What follows belongs to an exercise in optimizing a design on an open flow for small area and few clock cycles; a production flow would make more cautious choices. Only simulation tests tie the RTL to the original design; equivalence was not proved. The flow treats the clock pin as an ideal source. Dropping or thinning the clock tree relies on that and would not hold on a real chip. Power is estimated from default activity; no workload was simulated.

==> v38 <==
==> flow/design.v <==
module gxc16 (
    input  wire         clk,
    input  wire         rst,             
    input  wire         cmd_valid,
    output wire         cmd_ready,
    input  wire [127:0] cmd_word,
    output wire         rsp_valid,
    output wire [1:0]   rsp_status,
    output wire [15:0]  rsp_data,
    output wire [7:0]   rsp_errp,
    output wire         bus_req_valid,
    output wire [1:0]   bus_req_op,      
    output wire [7:0]   bus_req_reg,
    output wire [1:0]   bus_req_len,     
    output wire [15:0]  bus_req_wdata,   
    input  wire         bus_cpl_valid,
    input  wire         bus_cpl_err,
    input  wire [7:0]   bus_cpl_rdata,
    input  wire [7:0]   bus_cpl_errp
);
    localparam [1:0] ST_OK      = 2'd0,
                     ST_ERR_DIR = 2'd1,
                     ST_ERR_ILL = 2'd2,
                     ST_ERR_BUS = 2'd3;
    localparam [3:0] OPC_CFG   = 4'h1,
                     OPC_RD    = 4'h2,
                     OPC_RDPIN = 4'h3,
                     OPC_WR    = 4'h4,
                     OPC_WRPIN = 4'h5;
    reg [15:0] input_mask;
    reg [15:0] direction_mask;
    reg [15:0] active_low_mask;
    reg [15:0] output_cache;
    wire [15:0] output_mask = ~direction_mask;
    reg         req;         
    reg         rsp;         
    reg         m_rd;        
    reg         m_pin;       
    reg  [2:0]  cnt;
    wire        m_cfg = ~(cnt[0] & ~cnt[1]);
    wire        half  = cnt[2];
    reg         phase;       
    reg         cont;        
    reg  [1:0]  status_q;
    reg  [47:0] dq;
    wire [127:0] w   = cmd_word;
    wire [3:0]   opc = w[127:124];
    wire z_res = ~|w[122:97];
    wire z_a   = ~|w[96:32];
    wire z_b   = ~|w[31:16];
    wire z_c   = ~|w[15:9];
    wire z_d   = ~w[8];
    wire z_e   = ~|w[7:4];
    wire is_cfg   = (opc == OPC_CFG);
    wire is_rd    = (opc == OPC_RD);
    wire is_rdpin = (opc == OPC_RDPIN);
    wire is_wr    = (opc == OPC_WR);
    wire is_wrpin = (opc == OPC_WRPIN);
    wire legal = ~w[123] & z_res &
                 (is_cfg |
                  (is_rd    & z_a & z_b) |
                  (is_rdpin & z_a & z_b & z_c & z_d & z_e) |
                  (is_wr    & z_a) |
                  (is_wrpin & z_a & z_b & z_c & z_e));
    reg [15:0] f_in, f_out, f_pu, f_al, f_rise, f_fall;
    integer p;
    always @(*) begin
        for (p = 0; p < 16; p = p + 1) begin
            f_in[p]   = w[6*p + 0];
            f_out[p]  = w[6*p + 1];
            f_pu[p]   = w[6*p + 2];
            f_al[p]   = w[6*p + 3];
            f_rise[p] = w[6*p + 4];
            f_fall[p] = w[6*p + 5];
        end
    end
    wire        is_pin  = is_rdpin | is_wrpin;
    wire        is_rdc  = is_rd | is_rdpin;
    wire [15:0] pin_bit = 16'd1 << w[3:0];
    wire        pin_out = output_mask[w[3:0]];
    wire        dir_err = (is_rdpin & pin_out) | (is_wrpin & ~pin_out);
    wire [15:0] wsel    = is_wrpin ? pin_bit : (w[31:16] & output_mask);
    wire [15:0] wval    = is_wrpin ? {16{w[8]}} : w[15:0];
    wire [15:0] new_val = (output_cache & ~wsel) | (wval & wsel);
    wire        t_a     = is_pin ? ~w[3] : (is_rd ? |w[7:0]  : |(w[23:16] & output_mask[7:0]));
    wire        t_b     = is_pin ?  w[3] : (is_rd ? |w[15:8] : |(w[31:24] & output_mask[15:8]));
    wire cfg_upd  = legal & is_cfg;
    wire no_txn   = ~legal | dir_err | (is_cfg ? ~w[96] : ~(t_a | t_b));
    wire [15:0] d_a = dq[15:0];
    wire [15:0] d_b = dq[31:16];
    wire [15:0] d_p = dq[47:32];
    wire s_dir = (cnt == 3'b000);
    wire s_ie  = (cnt == 3'b010);
    wire s_dv  = (cnt == 3'b011);
    wire s_cm  = (cnt == 3'b100);
    wire s_pu  = (cnt == 3'b110);
    wire [15:0] cfg_wd = ({16{s_ie | s_cm}} & d_a) | ({16{s_ie}} & d_b) |
                         ({16{s_dv}} & d_a & d_b) |
                         ({16{s_dir}} & direction_mask) | ({16{s_pu}} & d_p);
    wire [7:0] wr_byte = half ? (dq[31:24] ^ active_low_mask[15:8])
                              : (dq[23:16] ^ active_low_mask[7:0]);
    wire [7:0] rd_x   = bus_cpl_rdata ^ (half ? active_low_mask[15:8] : active_low_mask[7:0]);
    wire [7:0] rd_y   = rd_x & (half ? dq[15:8] : dq[7:0]);
    wire       rd_bit = rd_x[dq[2:0]];
    wire cpl  = req & bus_cpl_valid;
    wire acc  = cmd_valid & ~req;
    wire last = m_cfg ? (cnt == 3'b110) : ((~m_rd | phase) & ~cont);
    always @(posedge clk) begin
        if (rst) begin
            req             <= 1'b0;
            rsp             <= 1'b0;
            input_mask      <= 16'h0000;
            direction_mask  <= 16'hFFFF;
            active_low_mask <= 16'h0000;
            output_cache    <= 16'h0000;
        end else begin
            rsp <= 1'b0;
            if (acc) begin
                m_rd     <= is_rdc;
                m_pin    <= is_rdpin;
                cnt      <= is_cfg ? 3'b000 : {~t_a, 2'b01};
                phase    <= 1'b0;
                cont     <= t_a & t_b;
                status_q <= ~legal ? ST_ERR_ILL : (dir_err ? ST_ERR_DIR : ST_OK);
                req      <= ~no_txn;
                rsp      <= no_txn;
                if (cfg_upd) begin
                    active_low_mask <= active_low_mask | f_al;
                    input_mask      <= input_mask | f_in;
                    direction_mask  <= direction_mask & ~(f_out & ~f_in);
                end
                if (is_cfg)
                    dq <= {f_in & f_pu, f_in & f_fall, f_in & (f_rise ^ f_fall)};
                else begin
                    dq[15:0]  <= w[15:0] & (input_mask | {16{is_rdpin}});
                    dq[31:16] <= new_val;
                end
            end else if (cpl) begin
                if (bus_cpl_err) begin
                    req        <= 1'b0;
                    rsp        <= 1'b1;
                    status_q   <= ST_ERR_BUS;
                    dq[23:16]  <= bus_cpl_errp;
                end else begin
                    if (m_rd & phase) begin
                        if (m_pin)
                            dq[0] <= rd_bit;
                        else if (half)
                            dq[15:8] <= rd_y;
                        else
                            dq[7:0]  <= rd_y;
                    end
                    if (last) begin
                        req <= 1'b0;
                        rsp <= 1'b1;
                        if (~m_cfg & ~m_rd)
                            output_cache <= dq[31:16];
                    end else if (m_cfg) begin
                        case (cnt)
                            3'b000:  cnt <= 3'b010;
                            3'b010:  cnt <= 3'b011;
                            3'b011:  cnt <= 3'b100;
                            default: cnt <= 3'b110;
                        endcase
                    end else if (m_rd & ~phase) begin
                        phase <= 1'b1;
                    end else begin
                        cnt[2] <= 1'b1;
                        phase <= 1'b0;
                        cont  <= 1'b0;
                    end
                end
            end
        end
    end
    assign cmd_ready     = ~req;
    assign rsp_valid     = rsp;
    assign rsp_status    = status_q;
    wire show = m_rd & (status_q == ST_OK);
    assign rsp_data      = {({15{show & ~m_pin}} & dq[15:1]), show & dq[0]} |
                           {16{status_q == ST_ERR_DIR}};
    assign rsp_errp      = dq[23:16];
    assign bus_req_valid = req;
    assign bus_req_op    = {m_rd & phase, m_rd & ~phase};
    assign bus_req_reg   = m_cfg ? {4'h0, cnt, 1'b0} : {7'b0001001, half};
    assign bus_req_len   = {m_cfg, ~m_cfg};
    assign bus_req_wdata = {cfg_wd[15:8], m_cfg ? cfg_wd[7:0] : wr_byte};
endmodule
==> flow/flow/run.sh <==
#!/bin/bash
# The standard ORFS layout (standard.sh), run with a copy of the ORFS
# scripts that differs in three ways:
#  - synthesis maps the logic with an area-only ABC script (flow/abc_area.script,
#    used through ABC_AREA=1); registers are mapped before ABC as usual;
#  - the port buffers use the smallest buffer cell (buf_1);
#  - the clock tree is built by flow/manual_cts.tcl instead of TritonCTS: one
#    root buffer at the clock port's net, one leaf buffer per group of about 12
#    nearby flip-flops, the same two buffer levels to every register.
# Everything else, including timing repair after CTS, is ORFS's own step.
# Each tool's output is in standard.log and orfs/logs/.
set -euo pipefail
here=$(pwd)
rm -rf "$here/scripts_mod"
cp -r "$FLOW_HOME/scripts" "$here/scripts_mod"
cp "$here/flow/abc_area.script" "$here/scripts_mod/abc_area.script"
python3 - "$here/scripts_mod/cts.tcl" "$here/flow/manual_cts.tcl" <<'PY'
import sys
p, m = sys.argv[1], sys.argv[2]
s = open(p).read()
old = "log_cmd clock_tree_synthesis {*}$cts_args\n"
assert s.count(old) == 1
s = s.replace(old, "source {%s}\nmcts_build clk sky130_fd_sc_hd__clkbuf_8 sky130_fd_sc_hd__clkbuf_8 12\nset_propagated_clock [all_clocks]\n" % m)
open(p, "w").write(s)
PY
export BUFFER_PORTS_ARGS="-buffer_cell sky130_fd_sc_hd__buf_1"
bash standard.sh SCRIPTS_DIR="$here/scripts_mod" finish > standard.log 2>&1
==> flow/flow/abc_area.script <==
&get -n
&st
&dc2
&dch -f
&nf -a
&put
strash
&get -n
&dc2
&dch -f
&nf -a
&put
topo
==> flow/flow/manual_cts.tcl <==
# Clock tree built directly: the flip-flops are split into groups of nearby
# cells (k-means on their placed locations); each group gets one leaf clock
# buffer at its centre, and one root buffer next to the clock port drives
# all leaf buffers.  Every register sees the same two buffer levels.
proc mcts_build { clk_port leaf_cell root_cell group_size } {
  set block [ord::get_db_block]
  set clk_net [[$block findBTerm $clk_port] getNet]
  set sinks {}
  foreach it [$clk_net getITerms] {
    lappend sinks $it
  }
  set n [llength $sinks]
  set k [expr {int(ceil(double($n) / $group_size))}]
  if {$k < 1} { set k 1 }
  # sink locations (cell centres)
  set xs {}; set ys {}
  foreach it $sinks {
    set bb [[$it getInst] getBBox]
    lappend xs [expr {([$bb xMin] + [$bb xMax]) / 2.0}]
    lappend ys [expr {([$bb yMin] + [$bb yMax]) / 2.0}]
  }
  # k-means, seeded with sinks spread along the sorted x order
  set order [lsort -integer -indices [lmap x $xs {expr {int($x)}}]]
  set cx {}; set cy {}
  for {set j 0} {$j < $k} {incr j} {
    set i [lindex $order [expr {int(($j + 0.5) * $n / $k)}]]
    lappend cx [lindex $xs $i]; lappend cy [lindex $ys $i]
  }
  set cap [expr {int(ceil(double($n) / $k)) + 2}]
  for {set iter 0} {$iter < 30} {incr iter} {
    # balanced assignment: nearest centre with room left, farthest sinks first
    set cnt [lrepeat $k 0]
    set asg [lrepeat $n -1]
    set pairs {}
    for {set i 0} {$i < $n} {incr i} {
      set best 1e30
      for {set j 0} {$j < $k} {incr j} {
        set d [expr {abs([lindex $xs $i] - [lindex $cx $j]) + abs([lindex $ys $i] - [lindex $cy $j])}]
        if {$d < $best} { set best $d }
      }
      lappend pairs [list $i $best]
    }
    foreach p [lsort -real -decreasing -index 1 $pairs] {
      set i [lindex $p 0]
      set best 1e30; set bj -1
      for {set j 0} {$j < $k} {incr j} {
        if {[lindex $cnt $j] >= $cap} { continue }
        set d [expr {abs([lindex $xs $i] - [lindex $cx $j]) + abs([lindex $ys $i] - [lindex $cy $j])}]
        if {$d < $best} { set best $d; set bj $j }
      }
      lset asg $i $bj
      lset cnt $bj [expr {[lindex $cnt $bj] + 1}]
    }
    set sx [lrepeat $k 0.0]; set sy [lrepeat $k 0.0]
    for {set i 0} {$i < $n} {incr i} {
      set j [lindex $asg $i]
      lset sx $j [expr {[lindex $sx $j] + [lindex $xs $i]}]
      lset sy $j [expr {[lindex $sy $j] + [lindex $ys $i]}]
    }
    for {set j 0} {$j < $k} {incr j} {
      if {[lindex $cnt $j] > 0} {
        lset cx $j [expr {[lindex $sx $j] / [lindex $cnt $j]}]
        lset cy $j [expr {[lindex $sy $j] / [lindex $cnt $j]}]
      }
    }
  }
  # root buffer between the clock port and the leaf buffers, at the centre
  # of the leaf buffers
  set rx 0.0; set ry 0.0
  for {set j 0} {$j < $k} {incr j} {
    set rx [expr {$rx + [lindex $cx $j] / $k}]
    set ry [expr {$ry + [lindex $cy $j] / $k}]
  }
  set root_master [[ord::get_db] findMaster $root_cell]
  set leaf_master [[ord::get_db] findMaster $leaf_cell]
  set root [odb::dbInst_create $block $root_master "clkbuf_root"]
  set root_net [odb::dbNet_create $block "clknet_root"]
  $root_net setSigType CLOCK
  [$root findITerm A] connect $clk_net
  [$root findITerm X] connect $root_net
  $root setLocation [expr {int($rx)}] [expr {int($ry)}]
  $root setPlacementStatus PLACED
  for {set j 0} {$j < $k} {incr j} {
    set b [odb::dbInst_create $block $leaf_master "clkbuf_leaf_$j"]
    set net [odb::dbNet_create $block "clknet_leaf_$j"]
    $net setSigType CLOCK
    [$b findITerm A] connect $root_net
    [$b findITerm X] connect $net
    $b setLocation [expr {int([lindex $cx $j])}] [expr {int([lindex $cy $j])}]
    $b setPlacementStatus PLACED
  }
  for {set i 0} {$i < $n} {incr i} {
    set it [lindex $sinks $i]
    $it disconnect
    $it connect [$block findNet "clknet_leaf_[lindex $asg $i]"]
  }
  $clk_net setSigType CLOCK
  puts "manual CTS: $n sinks, $k leaf buffers ($leaf_cell), sizes [lsort -integer $cnt]"
}
==> flow/standard.sh <==
#!/bin/bash
# synth_recipe.tcl (not shown) runs the flow's synth.tcl, then flattens the netlist and writes it again
# the make line also repeats each setting of config.mk as NAME=value (left out here)
make -C /OpenROAD-flow-scripts/flow DESIGN_CONFIG=/design/flow/config.mk WORK_HOME=/design/flow/orfs CLKGATE_MAP_FILE= SYNTH_SCRIPT=/design/flow/synth_recipe.tcl "${@:-finish}"
==> flow/config.mk <==
export PLATFORM = sky130hd
export DESIGN_NAME = gxc16
export DESIGN_NICKNAME = gxc16
export VERILOG_FILES = /design/flow/design.v
export SDC_FILE = /design/flow/constraint.sdc
export NUM_CORES = 4
export LEC_CHECK = 0
export ABC_AREA = 1
export CAP_MARGIN = 20
export CORE_MARGIN = 2
export CORE_UTILIZATION = 40
export SLEW_MARGIN = 20
==> flow/constraint.sdc <==
create_clock -name core_clock -period 10.0 [get_ports {clk}]
set_input_delay 2.0000 -clock core_clock [delete_from_list [all_inputs] [get_ports {clk}]]
set_output_delay 2.0000 -clock core_clock [all_outputs]
set_load 0.01 [all_outputs]
==> v24: changes against v38 <==
--- a/flow/design.v
+++ b/flow/design.v
@@ -102,3 +102,3 @@
     wire [7:0] rd_x   = bus_cpl_rdata ^ (half ? active_low_mask[15:8] : active_low_mask[7:0]);
-    wire [7:0] rd_y   = rd_x & (half ? dq[15:8] : dq[7:0]);
+    wire [7:0] rd_y   = rd_x & (half ? dq[15:8] & input_mask[15:8] : dq[7:0] & input_mask[7:0]);
     wire       rd_bit = rd_x[dq[2:0]];
@@ -134,3 +134,3 @@
                 else begin
-                    dq[15:0]  <= w[15:0] & (input_mask | {16{is_rdpin}});
+                    dq[15:0]  <= w[15:0];
                     dq[31:16] <= new_val;
--- a/flow/flow/run.sh
+++ b/flow/flow/run.sh
@@ -7,3 +7,3 @@
 #  - the clock tree is built by flow/manual_cts.tcl instead of TritonCTS: one
-#    root buffer at the clock port's net, one leaf buffer per group of about 12
+#    root buffer at the clock port's net, one leaf buffer per group of about 14
 #    nearby flip-flops, the same two buffer levels to every register.
@@ -22,3 +22,3 @@
 assert s.count(old) == 1
-s = s.replace(old, "source {%s}\nmcts_build clk sky130_fd_sc_hd__clkbuf_8 sky130_fd_sc_hd__clkbuf_8 12\nset_propagated_clock [all_clocks]\n" % m)
+s = s.replace(old, "source {%s}\nmcts_build clk sky130_fd_sc_hd__clkbuf_4 sky130_fd_sc_hd__clkbuf_8 9\nset_propagated_clock [all_clocks]\n" % m)
 open(p, "w").write(s)
==> flow/flow/abc_area.script (replaced) <==
&get -n
&st
&dc2
&dch -f
&nf -a -F 20 -A 20 -R 1000
&put
strash
&get -n
&dc2
&dch -f
&nf -a -F 20 -A 20 -R 1000
&put
topo
- CORE_UTILIZATION: 40 -> 65
- PLACE_DENSITY: unset -> 0.75
==> comparison table <==
Hold_sp: v24 input_mask[1]$_SDFFE_PP0P_; v38 output_cache[1]$_SDFFE_PP0P_
Run status: v24 timing/DRC/antenna clean; v38 timing/DRC/antenna clean
Min setup slack post-route: v24 4.71 ns; v38 4.59 ns
Overall die height: v24 108 microns; v38 138 microns
End of the critical path: v24 bus_req_wdata[5]; v38 bus_req_wdata[11]
Met1 WL: v24 9.57 mm; v38 13.4 mm
Synthesized instance count: v24 824; v38 835
Stages on the worst setup path: v24 6; v38 5
Worst setup slack before clock tree synthesis: v24 5.28 ns; v38 5.18 ns
Switching Share: v24 28.9%; v38 29.4%
Part of the power in the clock network: v24 25.4%; v38 28.3%
Measured slew at the worst slew-check pin: v24 1.17 ns; v38 1.18 ns
Proportion of synthesized area in mux cells: v24 1.59%; v38 1.53%
Total detailed-routing wirelength: v24 27.4 mm; v38 31.3 mm
Clock slew at the register clock pins of the worst setup and hold paths: v24 0.09 ns; v38 0.08 ns
Comb power frac: v24 15.9%; v38 16.3%
Layout Nets: v24 1211; v38 1217
Setup slack, reg-to-reg: v24 6.04 ns; v38 6.54 ns
Clock group total power: v24 234 uW; v38 278 uW
Fraction of the mapped netlist area in adder cells: v24 2.82%; v38 2.79%
Met3 Resource Use GR: v24 9.28%; v38 3.95%
Ratio of total power to cell area: v24 113 nW/um^2; v38 116 nW/um^2
Util after Layout: v24 76.4%; v38 48.7%
Non-clock inverter count in the final layout: v24 56; v38 58
Net switching component of the power: v24 267 uW; v38 289 uW
Fraction of synthesized cell area in xor and xnor cells: v24 2.97%; v38 2.93%
Total placed cells including tap cells: v24 1169; v38 1263
Testbench counts of v38, summed over its fixed seeds: cycles 22,997.
Testbench counts of v24, summed over its fixed seeds: cycles 22,997.
No run of this note takes its clock network from TritonCTS; it comes from the design's own scripts or RTL.

-- afterwards: timing with drivers on the ports --
In the flow no input, the clock included, has a driving cell. The finished layouts below were timed again as built, in two steps.
Step 1, drivers: a clkbuf_16 drives clk and a buf_2 each remaining input, both assumed.
Step 2 times the ports against the registers' clock, not the clock port: input delays grow and output delays shrink by t, the midpoint of the rising clock arrivals with the driver on.
Three values: ideal ports, drivers, drivers and shift; two values: the first two.
run | t (ns) | slack for setup (ns) | worst setup path after step 2 | worst slew at a driven data input, ns
v38 | 0.496 | 4.588 / 4.548 / 5.044 | register to output | 0.04
v24 | 0.475 | 4.711 / 4.672 / 5.146 | register to output | 0.04
After both steps every run listed still meets setup and hold.
